What follows belongs to an exercise in optimizing a design on an open flow for small area, a short achievable clock period and few clock cycles; a production flow would make more cautious choices. Function was checked by simulation only, so behaviour that the tests miss may differ from the original.

==> run a <==
==> flow/design.v (excerpt) <==
module fzac_coder (
    input  wire        clk,
    input  wire        rst,
    input  wire        cmd_valid,
    output wire        cmd_ready,
    input  wire [7:0]  cmd_op,
    input  wire [31:0] cmd_a0,
    input  wire [31:0] cmd_a1,
    input  wire [31:0] cmd_a2,
    output reg         rsp_valid,
    output reg  [2:0]  rsp_err,
    output reg  [31:0] rsp_res,
    output wire        out_valid,
    input  wire        out_ready,
    output wire [7:0]  out_data,
    input  wire        in_valid,
    output wire        in_ready,
    input  wire [7:0]  in_data,
    input  wire        in_end
);
Settings: LEC_CHECK=0, CAP_MARGIN=20, CORE_MARGIN=2, CORE_UTILIZATION=40, SLEW_MARGIN=20; clock period 13.0 ns.
standard.sh (not shown) runs the stock make flow with config.mk's settings and CLKGATE_MAP_FILE= SYNTH_SCRIPT=/design/flow/synth_recipe.tcl, a recipe that flattens the netlist after the stock synthesis.
==> flow/flow/run.sh <==
#!/bin/bash
# The standard layout, with ORFS timing repair aimed below the clock
# constraint (the SDC keeps the design's period) so the achieved period drops.
set -uo pipefail
MARGIN=8.5
bash standard.sh SETUP_SLACK_MARGIN=$MARGIN TNS_END_PERCENT=100 finish > make_finish.log 2>&1
==> run b (differences from run a) <==
--- a/flow/design.v
+++ b/flow/design.v
@@ -37,26 +37,28 @@
     localparam [1:0] M_DEC  = 2'd2;
     localparam [3:0] S_IDLE    = 4'd0;
     localparam [3:0] S_ITER    = 4'd1;
     localparam [3:0] S_FIN     = 4'd2;
     localparam [3:0] S_FIN2    = 4'd3;
-    localparam [3:0] S_ERENORM = 4'd4;
     localparam [3:0] S_FOLLOW  = 4'd5;
     localparam [3:0] S_DRENORM = 4'd6;
     localparam [3:0] S_PRIME   = 4'd7;
     localparam [3:0] S_CLOSE   = 4'd8;
     localparam [3:0] S_PAD     = 4'd9;
     localparam [3:0] S_CDRAIN  = 4'd10;
     localparam [3:0] S_SDRAIN  = 4'd11;
+    localparam [3:0] S_RWAIT   = 4'd12;
     localparam [1:0] C_EINT = 2'd0;
     localparam [1:0] C_DCNT = 2'd1;
     localparam [1:0] C_DREM = 2'd2;
     reg [3:0]  state;
     reg [1:0]  mode;
     reg        closed;
     reg        eos;
     reg        closing;
+    reg        ren;           
+    reg        rfol;          
     reg [1:0]  cop;
     reg        pend;
     reg        cmd_ready_r;
     reg [7:0]  op_r;
     reg [25:0] a0r;           
@@ -90,11 +92,11 @@
     wire l_ok = !f0 && !f1 && !f2 && (a0r < a1r[25:0]) && (a1r[25:0] <= a2r[25:0]) &&
                 (a2r[25:0] <= 26'h2000000);
     wire t_ok = !f2 && (a2r[25:0] != 26'd0) && (a2r[25:0] <= 26'h2000000);
     wire [27:0] range = {1'b0, high} - {1'b0, low} + 28'd1;
     wire [27:0] vcnt  = {1'b0, value} - {1'b0, low} + 28'd1;
-    wire [27:0] t0  = {2'b00, a2r[25:0]};
+    wire [27:0] t0  = (op_r == OP_DEC_COUNT) ? {2'b00, a2r[25:0]} : range;
     wire        z16 = (t0[27:12] == 16'd0);
     wire [27:0] t1  = z16 ? {t0[11:0], 16'd0} : t0;
     wire        z8  = (t1[27:20] == 8'd0);
     wire [27:0] t2  = z8 ? {t1[19:0], 8'd0} : t1;
     wire        z4  = (t2[27:24] == 4'd0);
@@ -102,14 +104,10 @@
     wire        z2  = (t3[27:26] == 2'd0);
     wire [27:0] t4  = z2 ? {t3[25:0], 2'd0} : t3;
     wire        z1  = !t4[27];
     wire [27:0] tn  = z1 ? {t4[26:0], 1'b0} : t4;
     wire [4:0]  tsteps = 5'd28 - {z16, z8, z4, z2, z1};
-    wire        rz2 = (range[27:26] == 2'd0);
-    wire        rz1 = !range[27] && range[26];
-    wire [27:0] rn  = rz2 ? {range[25:0], 2'd0} : rz1 ? {range[26:0], 1'b0} : range;
-    wire [4:0]  rsteps = rz2 ? 5'd26 : rz1 ? 5'd27 : 5'd28;
     wire        mbit = qh[27];
     wire [29:0] ah  = {2'b00, acch, 1'b0};
     wire [29:0] bh  = mbit ? {2'b00, a1r} : 30'd0;
     wire [29:0] nd1 = ~{2'b00, a2r};
     wire [29:0] nd2 = ~{1'b0, a2r, 1'b0};
@@ -151,12 +149,14 @@
     wire put_full = (ocnt == 3'd7);
     wire can_put  = !put_full || !obuf_v;
     wire ib_have  = (icnt != 4'd0);
     wire bit_ok   = ib_have || nbv || in_end_r;
     wire bit_val  = ib_have ? ib[7] : (nbv ? nb[7] : 1'b0);
-    wire bit_virt = !ib_have && !nbv;
-    wire idle_like = (state == S_IDLE) || (state == S_ERENORM && !eany);
+    wire ren_go    = ren && !(state == S_IDLE && pend && op_r == OP_ENC_INTERVAL);
+    wire ren_shift = ren_go && !rfol && (((e1 || e2) && can_put) || (!e1 && !e2 && e3));
+    wire idle_like = (state == S_IDLE) &&
+                     !(ren && (op_r == OP_ENC_CLOSE || op_r == OP_SOFT_RESET));
     wire [1:0] lo_nx = (e1 || e2) ? low[25:24]  : {1'b0, low[24]};
     wire [1:0] hi_nx = (e1 || e2) ? high[25:24] : {1'b1, high[24]};
     wire eany_nx = !hi_nx[1] || lo_nx[1] || (lo_nx == 2'b01 && hi_nx == 2'b10);
     wire eany_fin = !qh[26] || ql[26] || (ql[26:25] == 2'b01 && qh[26:25] == 2'b10);
     wire do_dec = idle_like && pend;
@@ -233,10 +233,12 @@
             state   <= S_IDLE;
             mode    <= M_IDLE;
             closed  <= 1'b0;
             eos     <= 1'b0;
             closing <= 1'b0;
+            ren     <= 1'b0;
+            rfol    <= 1'b0;
             cop     <= C_EINT;
             pend    <= 1'b0;
             cmd_ready_r <= 1'b1;
             a1r     <= 28'd0;
             a2r     <= 28'd0;
@@ -272,10 +274,35 @@
                 if (cmd_valid) begin
                     pend        <= 1'b1;
                     cmd_ready_r <= 1'b0;
                 end
             end
+            if (ren_go) begin
+                if (rfol) begin
+                    if (can_put) begin
+                        put_bit(fbit);
+                        btf <= btf - 16'd1;
+                        if (btf == 16'd1)
+                            rfol <= 1'b0;
+                    end
+                end else if (e1 || e2) begin
+                    if (can_put) begin
+                        put_bit(e2);
+                        fbit <= !e2;
+                        low  <= {low[25:0], 1'b0};
+                        high <= {high[25:0], 1'b1};
+                        if (btf != 16'd0)
+                            rfol <= 1'b1;
+                    end
+                end else if (e3) begin
+                    btf  <= btf + 16'd1;
+                    low  <= {1'b0, low[24:0], 1'b0};
+                    high <= {1'b1, high[24:0], 1'b1};
+                end else begin
+                    ren <= 1'b0;
+                end
+            end
             if (do_dec) begin
                 state <= S_IDLE;
                 case (op_r)
                     OP_NOP: begin
                         respond(E_OK);
@@ -310,12 +337,14 @@
                             high  <= TOP_VALUE;
                             value <= 27'd0;
                             vbits <= 5'd27;
                             eos   <= 1'b0;
                             icnt  <= 4'd0;
-                            nbv   <= 1'b0;
-                            in_ready_r <= 1'b1;
+                            if (!(in_valid && in_ready_r)) begin
+                                nbv        <= 1'b0;
+                                in_ready_r <= 1'b1;
+                            end
                             pcnt  <= 5'd27;
                             state <= S_PRIME;
                         end
                     end
                     OP_ENC_INTERVAL: begin
@@ -324,17 +353,17 @@
                         end else if (!l_ok) begin
                             respond(E_INTERVAL); release_cmd;
                         end else begin
                             respond(E_OK);
                             cop   <= C_EINT;
-                            qh    <= rn;
-                            qph   <= rn;
+                            qh    <= tn;
+                            qph   <= tn;
                             ql    <= 27'd0;
                             qpl   <= 27'd0;
                             acch  <= 27'd0;
                             accl  <= 25'd0;
-                            cnt   <= rsteps;
+                            cnt   <= tsteps;
                             state <= S_ITER;
                         end
                     end
                     OP_ENC_CLOSE: begin
                         release_cmd;
@@ -370,17 +399,17 @@
                             respond(E_PROTOCOL); release_cmd;
                         end else if (!l_ok) begin
                             respond(E_INTERVAL); release_cmd;
                         end else begin
                             cop   <= C_DREM;
-                            qh    <= rn;
-                            qph   <= rn;
+                            qh    <= tn;
+                            qph   <= tn;
                             ql    <= 27'd0;
                             qpl   <= 27'd0;
                             acch  <= 27'd0;
                             accl  <= 25'd0;
-                            cnt   <= rsteps;
+                            cnt   <= tsteps;
                             state <= S_ITER;
                         end
                     end
                     default: begin
                         respond(E_ILLEGAL);
@@ -395,21 +424,38 @@
                         qh   <= qh_nx;
                         qph  <= qph_nx;
                         accl <= accl_nx;
                         ql   <= ql_nx;
                         qpl  <= qpl_nx;
-                        cnt  <= cnt - 5'd1;
-                        if (cnt == 5'd1)
-                            state <= S_FIN;
+                        cnt  <= cnt - {4'd0, !ren_shift};
+                        if (cnt == 5'd1 && !ren_shift) begin
+                            if (ren) begin
+                                state <= S_RWAIT;
+                            end else begin
+                                release_cmd;
+                                state <= S_FIN;
+                            end
+                        end
+                    end
+                    S_RWAIT: begin
+                        cnt <= cnt + {4'd0, ren_shift};
+                        if (!ren) begin
+                            if (cnt == 5'd0) begin
+                                release_cmd;
+                                state <= S_FIN;
+                            end else begin
+                                state <= S_ITER;
+                            end
+                        end
                     end
                     S_FIN: begin
-                        release_cmd;
                         case (cop)
                             C_EINT: begin
                                 low   <= nl_w;
                                 high  <= nh_w;
-                                state <= S_ERENORM;
+                                ren   <= 1'b1;
+                                state <= S_IDLE;
                             end
                             C_DCNT: begin
                                 rsp_valid <= 1'b1;
                                 rsp_err   <= E_OK;
                                 rsp_res   <= {4'd0, qh - {27'd0, (acch == 27'd0)}};
@@ -435,36 +481,18 @@
                                 respond(E_OK);
                                 state <= S_IDLE;
                             end
                         end
                     end
-                    S_ERENORM: begin
-                        if (e1 || e2) begin
-                            if (can_put) begin
-                                put_bit(e2);
-                                fbit <= !e2;
-                                low  <= {low[25:0], 1'b0};
-                                high <= {high[25:0], 1'b1};
-                                if (btf != 16'd0)
-                                    state <= S_FOLLOW;
-                            end
-                        end else if (e3) begin
-                            btf  <= btf + 16'd1;
-                            low  <= {1'b0, low[24:0], 1'b0};
-                            high <= {1'b1, high[24:0], 1'b1};
-                        end else begin
-                            state <= S_IDLE;
-                        end
-                    end
                     S_FOLLOW: begin
                         if (btf == 16'd0) begin
-                            state <= closing ? S_PAD : S_ERENORM;
+                            state <= S_PAD;
                         end else if (can_put) begin
                             put_bit(fbit);
                             btf <= btf - 16'd1;
                             if (btf == 16'd1)
-                                state <= closing ? S_PAD : S_ERENORM;
+                                state <= S_PAD;
                         end
                     end
                     S_CLOSE: begin
                         if (can_put) begin
                             put_bit(low[26] | low[25]);
- ABC_AREA: not set -> 1
- CORE_UTILIZATION: 40 -> 55
==> summary.txt <==
Between run b and run a, the lower sequential share of layout area is in run b (gap 1.1 points). In run a the routed wire length is lower than in run b, by about 8%. Against run a, the via count of run b is larger by about 17%. In run a the register-to-register slack is higher than in run b, by 0.17 ns. Between run b and run a, the lower flip-flop and latch count is in run a (gap 1). Between run b and run a, the lower cell count is in run a (gap about 17%, measured against run a). Of run a and run b, run b has the higher global-route usage (gap 13 points).
Testbench counts of run a, summed over its fixed seeds: cycles 365,057.
Testbench counts of run b, summed over its fixed seeds: cycles 341,846.

## what the ideal ports hide
The flow's constraints put no driver on any port. The routed layouts listed below were extracted and timed again, unchanged, in two steps.
Step 1: set_driving_cell puts a clkbuf_16 on clk and a buf_2 on each other input, an assumption about the parent block.
Step 2 also shifts input and output timing later by t, the mid clock arrival at the registers, as if the neighbouring blocks saw the same clock.
Three values: no drivers, after step 1, after step 2; two values: the first two.
run	shift t [ns]	setup slack, ns	latest minus earliest clock arrival (ns)	worst data-port slew with drivers (ns)	pins driven straight from the clock port
run a	0.752	8.477 / 8.477 / 7.862	0.058 / 0.059	0.05	1
run b	0.729	8.308 / 8.308 / 7.880	0.036 / 0.036	0.06	1
After both steps every run listed still meets setup and hold. The setup slack of run a, which loses most, moves by 0.000 ns with the drivers and by -0.615 ns with both steps.
